Background: an optimization exercise with open tools, aiming at small area. Do not read the settings as production practice.
Function was checked by simulation only, so behaviour that the tests miss may differ from the original.
Power and IR drop assume default switching activity.

==> config.mk <==
export PLATFORM = sky130hd
export DESIGN_NAME = esp_frame_rx
export DESIGN_NICKNAME = esp_frame_rx
export VERILOG_FILES = /design/flow/design.v
export SDC_FILE = /design/flow/constraint.sdc
export NUM_CORES = 4
export LEC_CHECK = 0
export CAP_MARGIN = 20
export CORE_MARGIN = 2
export CORE_UTILIZATION = 40
export PLACE_DENSITY = 0.6
export SLEW_MARGIN = 20
==> constraint.sdc <==
create_clock -name core_clock -period 12.0 [get_ports {clk}]
set_input_delay 2.4000 -clock core_clock [delete_from_list [all_inputs] [get_ports {clk}]]
set_output_delay 2.4000 -clock core_clock [all_outputs]
set_load 0.01 [all_outputs]
==> design.v <==
module esp_frame_rx (
    input  wire        clk,
    input  wire        rst,
    input  wire        cmd_valid,
    output wire        cmd_ready,
    input  wire [7:0]  cmd_op,
    input  wire [15:0] cmd_n,
    output reg         rsp_valid,
    output reg  [2:0]  rsp_tag,
    output reg  [3:0]  rsp_code,
    output reg  [8:0]  rsp_a,
    output reg  [7:0]  rsp_b,
    input  wire [6:0]  rd_idx,
    output wire [7:0]  rd_data,
    output wire        src_rd,
    input  wire [1:0]  src_stat,
    input  wire [7:0]  src_data
);
    localparam [7:0] DS = 8'hA5;
    localparam [7:0] DE = 8'h5A;
    localparam [7:0] CAP = 8'd128;
    localparam [7:0] OP_BUFFER = 8'h01;
    localparam [7:0] OP_PEEK   = 8'h02;
    localparam [7:0] OP_SLICE  = 8'h03;
    localparam [7:0] OP_DRAIN  = 8'h04;
    localparam [7:0] OP_RECV   = 8'h12;
    localparam [2:0] T_READY  = 3'd0;
    localparam [2:0] T_WBLOCK = 3'd1;
    localparam [2:0] T_ERR    = 3'd2;
    localparam [2:0] T_FAULT  = 3'd3;
    localparam [2:0] T_REFUSE = 3'd4;
    localparam [3:0] E_EARLY_END   = 4'd4;
    localparam [3:0] E_CRC         = 4'd5;
    localparam [3:0] E_MISSING_END = 4'd6;
    localparam [3:0] E_TRANSPORT   = 4'd7;
    localparam [2:0] S_IDLE  = 3'd0;
    localparam [2:0] S_BUF   = 3'd1;
    localparam [2:0] S_SCAN  = 3'd2;
    localparam [2:0] S_CHK   = 3'd3;
    localparam [2:0] S_BSCAN = 3'd4;
    localparam [2:0] S_CRC   = 3'd5;
    localparam [2:0] S_CMP   = 3'd6;
    reg [7:0] mem [0:CAP-1];
    reg [6:0] head;
    reg [7:0] count;
    reg       faulted;
    reg [2:0] state;
    reg [6:0] rbase;      
    reg [6:0] j;          
    reg [7:0] crc;
    function [7:0] crc8_byte;
        input [7:0] c_in;
        input [7:0] b;
        integer k;
        reg [7:0] c;
        begin
            c = c_in ^ b;
            for (k = 0; k < 8; k = k + 1)
                c = c[0] ? ((c >> 1) ^ 8'h8C) : (c >> 1);
            crc8_byte = c;
        end
    endfunction
    wire [7:0] len_byte = mem[head + 7'd1];
    wire [6:0] e_off    = len_byte[6:0] + 7'd3;        
    wire [7:0] end_byte = mem[head + e_off];
    wire [7:0] crc_byte = mem[head + len_byte[6:0] + 7'd2];
    wire [7:0] j_byte   = mem[head + j];
    wire [8:0] need     = {1'b0, len_byte} + 9'd4;
    wire idle = (state == S_IDLE);
    wire take = cmd_valid && idle;
    assign cmd_ready = idle;
    assign src_rd  = !rst && (state == S_BUF) && (count != CAP);
    assign rd_data = mem[rbase + rd_idx];
    always @(posedge clk) begin
        if (src_rd && src_stat == 2'd1)
            mem[head + count[6:0]] <= src_data;
    end
    reg       r_en;
    reg [2:0] r_tag;
    reg [3:0] r_code;
    reg [8:0] r_a;
    reg [7:0] r_b;
    always @(posedge clk) begin
        r_en   = 1'b0;
        r_tag  = T_READY;
        r_code = 4'd0;
        r_a    = 9'd0;
        r_b    = 8'd0;
        if (rst) begin
            state     <= S_IDLE;
            head      <= 7'd0;
            count     <= 8'd0;
            faulted   <= 1'b0;
            rsp_valid <= 1'b0;
        end else begin
            case (state)
            S_IDLE: if (take) begin
                if (cmd_op != OP_BUFFER && cmd_op != OP_PEEK && cmd_op != OP_SLICE &&
                    cmd_op != OP_DRAIN && cmd_op != OP_RECV) begin
                    r_en  = 1'b1;
                    r_tag = T_REFUSE;
                end else if (faulted) begin
                    r_en  = 1'b1;
                    r_tag = T_FAULT;
                end else begin
                    case (cmd_op)
                    OP_BUFFER: state <= S_BUF;
                    OP_PEEK: begin
                        r_en = 1'b1;
                        if (count != 8'd0)
                            r_a = {1'b1, mem[head]};
                    end
                    OP_SLICE: begin
                        rbase <= head;
                        r_en  = 1'b1;
                        r_a   = {1'b0, count};
                    end
                    OP_DRAIN: begin
                        r_en = 1'b1;
                        if (cmd_n > {8'd0, count}) begin
                            faulted <= 1'b1;
                            r_tag   = T_FAULT;
                        end else begin
                            head  <= head + cmd_n[6:0];
                            count <= count - cmd_n[7:0];
                        end
                    end
                    default: state <= S_SCAN;    
                    endcase
                end
            end
            S_BUF: begin
                if (count == CAP) begin
                    r_en = 1'b1;
                end else if (src_stat[1]) begin
                    r_en   = 1'b1;
                    r_tag  = T_ERR;
                    r_code = E_TRANSPORT;
                    r_a    = {1'b0, src_data};
                end else if (src_stat[0]) begin
                    count <= count + 8'd1;
                end else begin
                    r_en = 1'b1;
                end
            end
            S_SCAN: begin
                if (count == 8'd0) begin
                    r_en  = 1'b1;
                    r_tag = T_WBLOCK;
                end else if (mem[head] == DS) begin
                    state <= S_CHK;
                end else begin
                    head  <= head + 7'd1;
                    count <= count - 8'd1;
                end
            end
            S_CHK: begin
                if (count < 8'd4 || {1'b0, count} < need) begin
                    r_en  = 1'b1;
                    r_tag = T_WBLOCK;
                end else if (end_byte == DE) begin
                    j     <= 7'd1;
                    crc   <= 8'd0;
                    state <= S_CRC;
                end else begin
                    j     <= e_off - 7'd1;
                    state <= S_BSCAN;
                end
            end
            S_BSCAN: begin
                if (j_byte == DE) begin
                    head   <= head + 7'd1;
                    count  <= count - 8'd1;
                    r_en   = 1'b1;
                    r_tag  = T_ERR;
                    r_code = E_EARLY_END;
                    r_a    = {2'b00, j};
                    r_b    = {1'b0, e_off};
                end else if (j == 7'd1) begin
                    crc   <= 8'd0;
                    state <= S_CRC;
                end else begin
                    j <= j - 7'd1;
                end
            end
            S_CRC: begin
                crc <= crc8_byte(crc, j_byte);
                if (j == len_byte[6:0] + 7'd1)
                    state <= S_CMP;
                j <= j + 7'd1;
            end
            S_CMP: begin
                r_en = 1'b1;
                if (crc != crc_byte) begin
                    rbase  <= head;
                    head   <= head + 7'd1;
                    count  <= count - 8'd1;
                    r_tag  = T_ERR;
                    r_code = E_CRC;
                    r_a    = {1'b0, crc};
                    r_b    = crc_byte;
                end else if (end_byte != DE) begin
                    head   <= head + 7'd1;
                    count  <= count - 8'd1;
                    r_tag  = T_ERR;
                    r_code = E_MISSING_END;
                    r_a    = {2'b00, e_off};
                    r_b    = end_byte;
                end else begin
                    rbase <= head + 7'd2;
                    head  <= head + e_off + 7'd1;
                    count <= count - need[7:0];
                    r_a   = {1'b0, len_byte};
                    r_b   = crc_byte;
                end
            end
            default: state <= S_IDLE;
            endcase
            rsp_valid <= r_en;
            if (r_en) begin
                rsp_tag  <= r_tag;
                rsp_code <= r_code;
                rsp_a    <= r_a;
                rsp_b    <= r_b;
                state    <= S_IDLE;
            end
        end
    end
endmodule
==> run.sh <==
#!/bin/bash
# synth_recipe.tcl (not shown) runs the flow's synth.tcl, then flattens the netlist and writes it again
# the make line also repeats each setting of config.mk as NAME=value (left out here)
make -C /OpenROAD-flow-scripts/flow DESIGN_CONFIG=/design/flow/config.mk WORK_HOME=/design/flow/orfs CLKGATE_MAP_FILE= SYNTH_SCRIPT=/design/flow/synth_recipe.tcl finish
==> results.txt <==
Floorplanning:
- The die covers 226000 um^2.
- The number of placement rows is 173.
- The overall die width is 476 um.
- The vertical die dimension is 476 um.
- The initial standard-cell utilization of the core is 40.1%.
- During I/O placement, the number of pins put on the boundary was 79.
- The total area inside the core boundary comes to 222000 um^2.

Timing:
- The hold violation count in the final report is 0.
- After layout, the minimum clock period comes to 11360 ps.
- The number of setup violations in the final report is 0.
- The highest achievable clock rate is 88.0 MHz.
- The share of the clock period used by the worst path after layout is 94.7%.
- The final-report max-slew violation count is 0.
- For the pin with the worst max-slew slack, the measured transition is 1300 ps.
- The clock arrives with 38.9 ps of skew.
- The total negative setup slack is 0 ps.
- In this run the tightest slew margin relative to its limit is 13.4%.
- Setup repair after global routing left no endpoint under its margin.

Yosys:
- The top cell type by total area after synthesis is sky130_fd_sc_hd__mux4_2.
- In the synthesized netlist, the number of instances is 5249.
- The sequential element share of the synthesized area is 36.6%.
- The count of yosys warnings during synthesis is 1.
- In this run the mean area of a mapped cell was 17.0 um^2.
- The top cell type by area accounts for 47.4% of the synthesized area.
- For this run, asynchronously set or reset flops after synthesis account for 0%.
- The netlist uses 103 different library cells.
- Synthesis produced a netlist with a net count of 5381.
- Among all flip-flop cells after synthesis, the most frequent one is sky130_fd_sc_hd__edfxtp_1.
- Sorting the synthesized cells by area gives the leading types as sky130_fd_sc_hd__mux4_2 47%, sky130_fd_sc_hd__edfxtp_1 36%, sky130_fd_sc_hd__mux2i_1 1.9%, sky130_fd_sc_hd__nand2_1 1.2%, sky130_fd_sc_hd__ha_1 1.1%.
- Yosys mapped a number of flops with a built-in enable equal to 1069.
- The cell area after synthesis is 89100 um^2.
- Synthesis inferred 1096 register bits.

Cells and area:
- The design area is 98600 um^2.
- The top cell types in the final layout, fill and taps aside, are 1876 x sky130_fd_sc_hd__mux4_2, 1069 x sky130_fd_sc_hd__edfxtp_1, 285 x sky130_fd_sc_hd__nand2_1.
- Leaving out fill and tap cells, the most frequent cell in the layout is sky130_fd_sc_hd__mux4_2.
- The final layout contains 5313 nets.
- The area added between synthesis and finish is 10.7%.
- The share of final-layout standard cells stronger than drive strength 1 is 49.1%.

Clock network:
- The hold buffer count at cts is 0.
- The H-tree was split into 4 levels.
- The CTS sink count is 1096.
- The clock latency on the worst-skew pair is 830 ps.
- The clock edge transition at the registers on the reported setup and hold paths is 70 ps.
- In this run, post-CTS repair resized a total of 0 instances.
- The CTS buffer count is 134.
- The clock passes through at most 3 buffers.
- The root buffer cell chosen for the clock tree is sky130_fd_sc_hd__clkbuf_16.
- TritonCTS built the clock tree.
- The post-CTS setup repair buffer count is 0.

GRT:
- The leftover overflow at the end of global routing is 0.
- The first global-routing pass estimated 538 mm of wire.
- The initial antenna violation count was 23.
- The aggregate global-route resource usage is 35.0%.
- The via count of the first global-routing pass is 61700.
- Entering global routing, the biggest net connects 98 pins.

Setup path:
- Grouping stages by cell kind, the critical path spends the most delay in multiplexers.
- The launch point of the critical path is head[0]$_SDFFE_PP0P_.
- The largest single stage delay on the critical path is 1510 ps.
- The worst register-to-register path ends at count[3]$_SDFFE_PP0P_.
- The signal on the critical path passes through buf_4 > nand2_1 > xnor2_4 > buf_12 > mux4_2 > mux4_2 > mux2i_4 > ha_1 > fa_4 > buf_4 > mux4_2 > mux4_2 > mux2i_1 > mux2_2 > nand4b_1 > nor3_1 > mux2_4 > or4b_1 > o41ai_1 > o221ai_1 > o21ai_0.
- The startpoint type of the worst setup path is a flip-flop.
- The setup slack on the worst flop-to-flop path is 640 ps.
- The logic depth of the worst register-to-register path is 21.
- The critical path in this run is classified as reg -> reg.
- The worst setup path is captured at a flip-flop.
- The origin of the critical flop-to-flop path is head[0]$_SDFFE_PP0P_.
- The critical path contains buffers and inverters numbering 3 combined.
- The most frequent cell on the critical path is sky130_fd_sc_hd__mux4_2.
- At the worst endpoint, the arrival time is 12100 ps.
- In this run the worst setup path terminates at count[3]$_SDFFE_PP0P_.
- The cell depth of the worst setup path is 21.
- STA puts the critical path data required time at 12740 ps.
- Among all stages on the critical path, the largest delay is contributed by sky130_fd_sc_hd__fa_4.
- Of all nets on the critical path, the largest fanout is 42.

Power and ir drop:
- The leakage power is 29.7 nW.
- Per report_power, the sequential group accounts for 39.5% of the total.
- After layout, the design draws a total of 10.7 mW.
- For this design the ratio of total power to cell area is 108 nW/um^2.
- The total internal power is 7.51 mW.
- The share of total power dissipated in the clock network is 40.0%.
- The net switching component of the power is 3.14 mW.
- Of the total power, combinational logic draws 20.5%.
- In this run switching power makes up 29.5% of total power.
- The maximum ir drop on the vdd rail is 0.129 mV.

Route:
- In this run, the number of DRC markers left after iteration 0 of detailed routing was 12800.
- In this run the remaining antenna-violating nets after routing total 0.
- The vias per cell is 7.93.
- The pre-antenna-repair detailed-routing pass consisted of 12 iterations.
- The detailed-route wire length per cell is 47.9 um.
- The total via count after detailed routing is 65600.
- After detailed routing, the total wire length is 397 mm.
- In the routed design, unresolved DRC markers number 0.

Placed design:
- The instance area at placement is 94000 um^2.
- The global placement routability congestion is 1.07.
- Buffers placed on the I/O ports in this run total 77.
- The placed wire-length estimate is 261 mm.

Flow run:
- Max-cap violations in this run came to 0.

Hold path:
- The worst hold path belongs to the class reg -> reg.

Run status:
- The flow ran to the end and the layout has no timing, DRC or antenna violations.
==> worst reg2reg max path, stage by stage, from the launching register on <==
cell,delay (ps)
sky130_fd_sc_hd__dfxtp_4,470
sky130_fd_sc_hd__buf_4,650
sky130_fd_sc_hd__nand2_1,430
sky130_fd_sc_hd__xnor2_4,260
sky130_fd_sc_hd__buf_12,300
sky130_fd_sc_hd__mux4_2,1120
sky130_fd_sc_hd__mux4_2,640
sky130_fd_sc_hd__mux2i_4,510
sky130_fd_sc_hd__ha_1,450
sky130_fd_sc_hd__fa_4,1510
sky130_fd_sc_hd__buf_4,560
sky130_fd_sc_hd__mux4_2,400
sky130_fd_sc_hd__mux4_2,490
sky130_fd_sc_hd__mux2i_1,650
sky130_fd_sc_hd__mux2_2,370
sky130_fd_sc_hd__nand4b_1,220
sky130_fd_sc_hd__nor3_1,260
sky130_fd_sc_hd__mux2_4,390
sky130_fd_sc_hd__or4b_1,490
sky130_fd_sc_hd__o41ai_1,770
sky130_fd_sc_hd__o221ai_1,220
sky130_fd_sc_hd__o21ai_0,130
==> metal layers <==
layer | part of all wire [%] | vias up | GRT usage [%]
met5 | 0.063 | - | 0.362
met4 | 7.8 | 22 | 21.9
met3 | 17 | 1252 | 16.1
met2 | 42 | 6690 | 49.1
met1 | 33 | 34400 | 43.7
li1 | - | 23200 | -
==> through the flow <==
step	instances	util, %	hold slack (ps)	setup slack [ps]
2_1_floorplan	5249	-	561	3830
3_3_place_gp	8016	42.3	582	1320
3_5_place_dp	8018	42.4	591	1210
4_1_cts	8261	44.4	605	1150
5_1_grt	8266	44.4	612	723
6_report	8281	44.4	610	641
==> worst min path at each step <==
stage | start | endpoint | depth (start not counted)
2_1_floorplan | head[0]$_SDFFE_PP0P_ | rbase[0]$_DFFE_PP_ | 0
3_3_place_gp | head[0]$_SDFFE_PP0P_ | rbase[0]$_DFFE_PP_ | 0
3_5_place_dp | head[0]$_SDFFE_PP0P_ | rbase[0]$_DFFE_PP_ | 0
4_1_cts | head[0]$_SDFFE_PP0P_ | rbase[0]$_DFFE_PP_ | 0
5_1_grt | head[0]$_SDFFE_PP0P_ | rbase[0]$_DFFE_PP_ | 0
6_report | head[0]$_SDFFE_PP0P_ | rbase[0]$_DFFE_PP_ | 0
==> sequential cells by signal (all words and copies together), names as in the netlist, named ones only <==
signal and flops:
crc 8, head 7, faulted 1, rsp_tag 3, rsp_b 8, state 3, rsp_a 9, rsp_valid 1
j 7, rsp_code 3, rbase 7, mem 1024, count 8
==> kinds of logic (layout without fill, tap and decap cells) <==
group | Yosys count | in the layout | share of synthesized area, %
AOI/OAI and AO/OA | 411 | 411 | 3.14
xor gates and xnor gates | 136 | 136 | 1.39
adders and majority gates | 88 | 88 | 1.30
buffers and inverters | 588 | 627 | 3.16
DFF | 1096 | 1096 | 36.6
muxes | 2101 | 2101 | 50.1
other | 1 | 19 | 0.00421
and+or+nand+nor | 828 | 828 | 4.29
==> power groups by stage <==
stage / sequential, mW / combinational, mW / clock, mW
2_1_floorplan: 4.29 / 1.23 / 0
3_3_place_gp: 4.29 / 2.08 / 0
3_5_place_dp: 4.29 / 2.08 / 0
4_1_cts: 4.21 / 2.09 / 4.26
5_1_grt: 4.21 / 2.19 / 4.41
6_report: 4.21 / 2.19 / 4.26
==> synthesized netlist by cell type (all sizes together) (9+ instances only) <==
cell type,number
nor3,34
o211ai,18
o21bai,9
mux2i,171
a21oi,93
ha,80
nand2b,18
and3,31
mux4,1876
and2,14
xnor2,87
a31oi,14
a21o,26
nor4,13
clkbuf,215
nand2,288
o21ai,92
inv,59
a22o,13
xor2,48
nor2,262
nand4,26
edfxtp,1069
buf,314
nand3,81
dfxtp,27
a32oi,11
a211oi,22
a22oi,19
mux2,54
nor2b,17
o22ai,12
==> final cells by class <==
class	count	area (um^2)
flip-flops and latches	1096	32700
diodes	18	45.0
clock buffers	156	3570
repair buffers	325	3070
well taps	2975	3720
fillers	19000	123000
multi-input cells	3565	54400
clock inverters	87	883
inverters	59	221

## what the ideal ports hide
How much do the figures lean on ideal ports? The routed layout below was timed once more, with nothing changed but the port constraints. Step 1 (the two cells are an assumption about what drives the block):
set clk [get_ports {clk}]
set_driving_cell -lib_cell sky130_fd_sc_hd__clkbuf_16 $clk
set_driving_cell -lib_cell sky130_fd_sc_hd__buf_2 [delete_from_list [all_inputs] $clk]
Step 2 moves the port delays by t, midway between the first and last clock arrival at a register: inputs arrive t later, outputs are due t later. That takes back most of the time a late clock gives input paths. a / b / c = ideal / step 1 / step 2; a / b = the first two.
t, ns: 0.919
setup WS [ns]: 0.641 / 0.641 / 0.641
hold slack, ns: 0.610 / 0.610 / 0.610
clock arrival spread, ns: 0.039 / 0.039
After both steps setup and hold are still met in this run. For this run, drivers alone change the setup slack by 0.000 ns; drivers and shift together by 0.000 ns.
